What follows belongs to an exercise in optimizing a design on an open flow for small area, a short achievable clock period and few clock cycles; a production flow would make more cautious choices.
In this exercise RTL edits were held to simulation tests only and were not proved equivalent to the original.
Power is estimated from default activity; no workload was simulated.

== run A ==
==> flow/design.v <==
module rs485_crc8_step (
    input  wire [7:0] acc,
    input  wire [7:0] din,
    output wire [7:0] acc_next
);
    reg [7:0] a;
    reg [7:0] w;
    integer   i;
    always @* begin
        a = acc;
        w = din;
        for (i = 0; i < 8; i = i + 1) begin
            if (a[0] ^ w[0])
                a = (a >> 1) ^ 8'h8C;
            else
                a = a >> 1;
            w = w >> 1;
        end
    end
    assign acc_next = a;
endmodule
module rs485_tx (
    input  wire       clk,
    input  wire       rst,
    input  wire       live,
    input  wire       tx_start,
    input  wire [7:0] tx_len,
    output wire       tx_start_ready,
    input  wire       tx_in_valid,
    input  wire [7:0] tx_in_data,
    output wire       tx_in_ready,
    output reg        tx_out_valid,
    output reg  [7:0] tx_out_data,
    input  wire       tx_out_ready
);
    localparam [7:0] STX = 8'h02;
    localparam [7:0] ETX = 8'h03;
    localparam [2:0] S_IDLE = 3'd0,
                     S_STX  = 3'd1,
                     S_LOAD = 3'd2,
                     S_HI   = 3'd3,
                     S_LO   = 3'd4,
                     S_ETX  = 3'd5,
                     S_CHI  = 3'd6,
                     S_CLO  = 3'd7;
    reg [2:0] state;
    reg [7:0] remaining;
    reg [7:0] data;
    reg [7:0] crc;
    wire [7:0] crc_next;
    rs485_crc8_step u_crc (
        .acc      (crc),
        .din      (data),
        .acc_next (crc_next)
    );
    wire last_sym  = (state == S_CLO);
    wire need_byte = ((state == S_STX) || (state == S_LO)) && (remaining != 8'd0);
    assign tx_start_ready = live && ((state == S_IDLE) || (last_sym && tx_out_ready));
    assign tx_in_ready    = (state == S_LOAD) || (need_byte && tx_out_ready);
    always @* begin
        tx_out_valid = 1'b1;
        case (state)
            S_STX:   tx_out_data = STX;
            S_HI:    tx_out_data = {data[7:4], ~data[7:4]};
            S_LO:    tx_out_data = {data[3:0], ~data[3:0]};
            S_ETX:   tx_out_data = ETX;
            S_CHI:   tx_out_data = {crc[7:4], ~crc[7:4]};
            S_CLO:   tx_out_data = {crc[3:0], ~crc[3:0]};
            default: begin
                tx_out_valid = 1'b0;
                tx_out_data  = 8'h00;
            end
        endcase
    end
    wire take_in    = tx_in_valid && tx_in_ready;
    wire take_start = tx_start && tx_start_ready;
    always @(posedge clk) begin
        if (rst) begin
            state <= S_IDLE;
        end else begin
            if (take_in) begin
                data      <= tx_in_data;
                remaining <= remaining - 8'd1;
            end
            if (take_start) begin
                remaining <= tx_len;
                crc       <= 8'h00;
            end
            case (state)
                S_IDLE:
                    if (take_start)
                        state <= S_STX;
                S_STX, S_LO:
                    if (tx_out_ready) begin
                        if (remaining == 8'd0)
                            state <= S_ETX;
                        else if (tx_in_valid)
                            state <= S_HI;
                        else
                            state <= S_LOAD;
                    end
                S_LOAD:
                    if (tx_in_valid)
                        state <= S_HI;
                S_HI:
                    if (tx_out_ready) begin
                        crc   <= crc_next;
                        state <= S_LO;
                    end
                S_ETX:
                    if (tx_out_ready)
                        state <= S_CHI;
                S_CHI:
                    if (tx_out_ready)
                        state <= S_CLO;
                default:  
                    if (tx_out_ready)
                        state <= take_start ? S_STX : S_IDLE;
            endcase
        end
    end
endmodule
module rs485_rx #(
    parameter DEPTH = 255
) (
    input  wire        clk,
    input  wire        rst,
    input  wire        init,
    input  wire [7:0]  init_cap,
    input  wire        shutdown,
    input  wire        rx_clear,
    input  wire [31:0] now,
    input  wire        rx_valid,
    input  wire [7:0]  rx_data,
    output wire        rx_ready,
    output wire        live,
    input  wire [7:0]  rd_addr,
    output wire [7:0]  rd_data,
    output wire        pkt_ready,
    output wire        pkt_started,
    output wire [7:0]  pkt_len,
    output wire [31:0] err_count,
    output wire [31:0] t_start
);
    localparam [7:0] STX = 8'h02;
    localparam [7:0] ETX = 8'h03;
    localparam [1:0] L_UNINIT = 2'd0,
                     L_LIVE   = 2'd1,
                     L_DOWN   = 2'd2;
    reg [1:0]  life;
    reg [7:0]  cap;
    reg [7:0]  pos;
    reg        started;
    reg        etx_seen;
    reg        hi_pend;
    reg [3:0]  hi_nib;
    reg        ready;
    reg [31:0] err_cnt;
    reg [31:0] t_start_r;
    reg [7:0]  crc;
    reg [7:0]  buffer [0:DEPTH-1];
    assign live     = (life == L_LIVE);
    assign rx_ready = live && !ready;
    wire       sym_valid = (rx_data[7:4] == ~rx_data[3:0]);
    wire [3:0] sym_nib   = rx_data[7:4];
    wire [7:0] assembled = {hi_nib, sym_nib};
    wire [7:0] crc_next;
    rs485_crc8_step u_crc (
        .acc      (crc),
        .din      (assembled),
        .acc_next (crc_next)
    );
    wire take = rx_valid && rx_ready;
    always @(posedge clk) begin
        if (pos != 8'd255)
            buffer[pos] <= assembled;
    end
    always @(posedge clk) begin
        if (rst) begin
            life <= L_UNINIT;
        end else if (life == L_UNINIT && init) begin
            life      <= L_LIVE;
            cap       <= init_cap;
            err_cnt   <= 32'd0;
            started   <= 1'b0;
            ready     <= 1'b0;
            pos       <= 8'd0;
        end else if (life == L_LIVE && shutdown) begin
            life <= L_DOWN;
        end else if (life == L_LIVE && rx_clear) begin
            started   <= 1'b0;
            ready     <= 1'b0;
            pos       <= 8'd0;
        end else if (take) begin
            if (rx_data == STX) begin
                started   <= 1'b1;
                etx_seen  <= 1'b0;
                pos       <= 8'd0;
                hi_pend   <= 1'b0;
                t_start_r <= now;
                crc       <= 8'd0;
            end else if (rx_data == ETX) begin
                etx_seen <= 1'b1;
            end else if (!started) begin
            end else if (!sym_valid) begin
                started   <= 1'b0;
                pos       <= 8'd0;
                err_cnt   <= err_cnt + 32'd1;
            end else if (!hi_pend) begin
                hi_nib  <= sym_nib;
                hi_pend <= 1'b1;
            end else begin
                hi_pend <= 1'b0;
                if (etx_seen) begin
                    if (assembled == crc) begin
                        ready <= 1'b1;
                    end else begin
                        started   <= 1'b0;
                        pos       <= 8'd0;
                        err_cnt   <= err_cnt + 32'd1;
                    end
                end else if (pos < cap) begin
                    pos         <= pos + 8'd1;
                    crc         <= crc_next;
                end else begin
                    started   <= 1'b0;
                    pos       <= 8'd0;
                    err_cnt   <= err_cnt + 32'd1;
                end
            end
        end
    end
    wire show = live && ready;
    assign pkt_ready   = show;
    assign pkt_started = live && started;
    assign pkt_len     = show ? pos : 8'd0;
    assign rd_data     = (show && rd_addr < pos) ? buffer[rd_addr] : 8'd0;
    assign err_count   = live ? err_cnt : 32'd0;
    assign t_start     = (live && started) ? t_start_r : 32'd0;
endmodule
module rs485_core (
    input  wire        clk,
    input  wire        rst,
    input  wire        init,
    input  wire [7:0]  init_cap,
    input  wire        shutdown,
    input  wire        rx_clear,
    input  wire [31:0] now,
    output wire        live,
    input  wire        rx_valid,
    input  wire [7:0]  rx_data,
    output wire        rx_ready,
    output wire        pkt_ready,
    output wire        pkt_started,
    output wire [7:0]  pkt_len,
    output wire [31:0] err_count,
    output wire [31:0] t_start,
    input  wire [7:0]  rd_addr,
    output wire [7:0]  rd_data,
    input  wire        tx_start,
    input  wire [7:0]  tx_len,
    output wire        tx_start_ready,
    input  wire        tx_in_valid,
    input  wire [7:0]  tx_in_data,
    output wire        tx_in_ready,
    output wire        tx_out_valid,
    output wire [7:0]  tx_out_data,
    input  wire        tx_out_ready
);
    rs485_rx u_rx (
        .clk         (clk),
        .rst         (rst),
        .init        (init),
        .init_cap    (init_cap),
        .shutdown    (shutdown),
        .rx_clear    (rx_clear),
        .now         (now),
        .rx_valid    (rx_valid),
        .rx_data     (rx_data),
        .rx_ready    (rx_ready),
        .live        (live),
        .rd_addr     (rd_addr),
        .rd_data     (rd_data),
        .pkt_ready   (pkt_ready),
        .pkt_started (pkt_started),
        .pkt_len     (pkt_len),
        .err_count   (err_count),
        .t_start     (t_start)
    );
    rs485_tx u_tx (
        .clk            (clk),
        .rst            (rst),
        .live           (live),
        .tx_start       (tx_start),
        .tx_len         (tx_len),
        .tx_start_ready (tx_start_ready),
        .tx_in_valid    (tx_in_valid),
        .tx_in_data     (tx_in_data),
        .tx_in_ready    (tx_in_ready),
        .tx_out_valid   (tx_out_valid),
        .tx_out_data    (tx_out_data),
        .tx_out_ready   (tx_out_ready)
    );
endmodule
==> flow/config.mk <==
export PLATFORM = sky130hd
export DESIGN_NAME = rs485_core
export DESIGN_NICKNAME = rs485_core
export VERILOG_FILES = /design/flow/design.v
export SDC_FILE = /design/flow/constraint.sdc
export NUM_CORES = 4
export LEC_CHECK = 0
export CAP_MARGIN = 20
export CORE_MARGIN = 2
export CORE_UTILIZATION = 50
export CTS_BUF_LIST = sky130_fd_sc_hd__clkbuf_8
export CTS_CLUSTER_SIZE = 30
export PLACE_DENSITY = 0.65
export SETUP_SLACK_MARGIN = 3
export SLEW_MARGIN = 20
==> flow/constraint.sdc <==
create_clock -name core_clock -period 8.0 [get_ports {clk}]
set_input_delay 1.6000 -clock core_clock [delete_from_list [all_inputs] [get_ports {clk}]]
set_output_delay 1.6000 -clock core_clock [all_outputs]
set_load 0.01 [all_outputs]
run.sh (not shown) runs the stock make flow with config.mk's settings and CLKGATE_MAP_FILE= SYNTH_SCRIPT=/design/flow/synth_recipe.tcl, a recipe that flattens the netlist after the stock synthesis.
Run A has completed all stages; timing, DRC and antenna checks passed.
Testbench counts of run A, summed over its fixed seeds: cycles 18,058.
What run B does differently from run A at the input level:
==> flow/config.mk <==
export PLATFORM = sky130hd
export DESIGN_NAME = rs485_core
export DESIGN_NICKNAME = rs485_core
export VERILOG_FILES = /design/flow/design.v
export SDC_FILE = /design/flow/constraint.sdc
export NUM_CORES = 4
export LEC_CHECK = 0
export CAP_MARGIN = 20
export CORE_MARGIN = 2
export CORE_UTILIZATION = 40
export SLEW_MARGIN = 20
## What came out
Run A has a lower placed cell area than run B.
Looking at internal power component, run B sits about 6% above run A.
Compared with run A, run B shows a slew at the pin closest to its max-slew limit that is 0.030 ns higher.
Changes in run C relative to run B:
==> flow/flow/run.sh (new file) <==
#!/bin/bash
# Standard layout with three changes to how it is made: ports are buffered
# with buf_2 instead of the delay buffer buffer_ports picks by default,
# the clock tree uses clkbuf_8 without dummy loads, and the resizer may
# change a cell's footprint.
set -euo pipefail
bash standard.sh finish \
  "BUFFER_PORTS_ARGS=-buffer_cell sky130_fd_sc_hd__buf_2" \
  "CTS_ARGS=-sink_clustering_enable -repair_clock_nets -dont_use_dummy_load -buf_list sky130_fd_sc_hd__clkbuf_8 -sink_clustering_size 30" \
  "MATCH_CELL_FOOTPRINT=0" > flow.log 2>&1
==> flow/standard.sh (new file) <==
#!/bin/bash
# synth_recipe.tcl (not shown) runs the flow's synth.tcl, then flattens the netlist and writes it again
# the make line also repeats each setting of config.mk as NAME=value (left out here)
make -C /OpenROAD-flow-scripts/flow DESIGN_CONFIG=/design/flow/config.mk WORK_HOME=/design/flow/orfs CLKGATE_MAP_FILE= SYNTH_SCRIPT=/design/flow/synth_recipe.tcl "${@:-finish}"
diff --git a/flow/config.mk b/flow/config.mk
--- a/flow/config.mk
+++ b/flow/config.mk
@@ -8,4 +8,6 @@
 export CAP_MARGIN = 20
 export CORE_MARGIN = 2
-export CORE_UTILIZATION = 40
+export CORE_UTILIZATION = 50
+export PLACE_DENSITY = 0.65
+export SETUP_SLACK_MARGIN = 3
 export SLEW_MARGIN = 20
removed: flow/run.sh
## What came out
Run C ended with every stage complete and zero timing, DRC or antenna violations. Worst setup slack after placement in run C is 0.68 ns above run B. | routed wire length on met2 | higher: run C |. Run C against run B: maximum frequency from static timing analysis now larger; sequential share of layout area now larger; depth of the critical timing path with buffers and inverters included comparable; clock latency on the worst-skew pair now larger. Summary: setup slack, run C better than run B. On run C: proportion of power drawn by the clock network is 6.3 points lower than what run B gave. In the reports for run C and run B, the smaller final critical path time including I/O delays and setup belongs to run C. A termination of the worst setup path of rd_data[7] is what run C shows, while rd_data[2] belongs to run B.

-- re-timing with driven ports --
How much do the figures lean on ideal ports? The routed layouts below were timed once more, with nothing changed but the port constraints.
Step 1 assumes that a clkbuf_16 drives the clock port and a buf_2 every other input.
Step 2 moves the port delays by t, midway between the first and last clock arrival at a register: inputs arrive t later, outputs are due t later. That takes back most of the time a late clock gives input paths.
Three values: ideal, step 1, step 2; two values: the first two.
| run | t (ns) | setup WS [ns] | worst setup path after step 2 | slew at the worst register clock pin (ns) |
|---|---|---|---|---|
| run A | 1.108 | 2.063 / 1.664 / 1.664 | input to output | 0.07 / 0.07 |
| run B | 0.925 | 0.476 / 0.452 / 0.452 | input to output | 0.07 / 0.07 |
| run C | 1.079 | 2.091 / 1.736 / 1.736 | input to output | 0.07 / 0.07 |
After both steps setup and hold are still met in every run listed. The setup slack of run A, which loses most, moves by -0.399 ns with the drivers and by -0.399 ns with both steps.
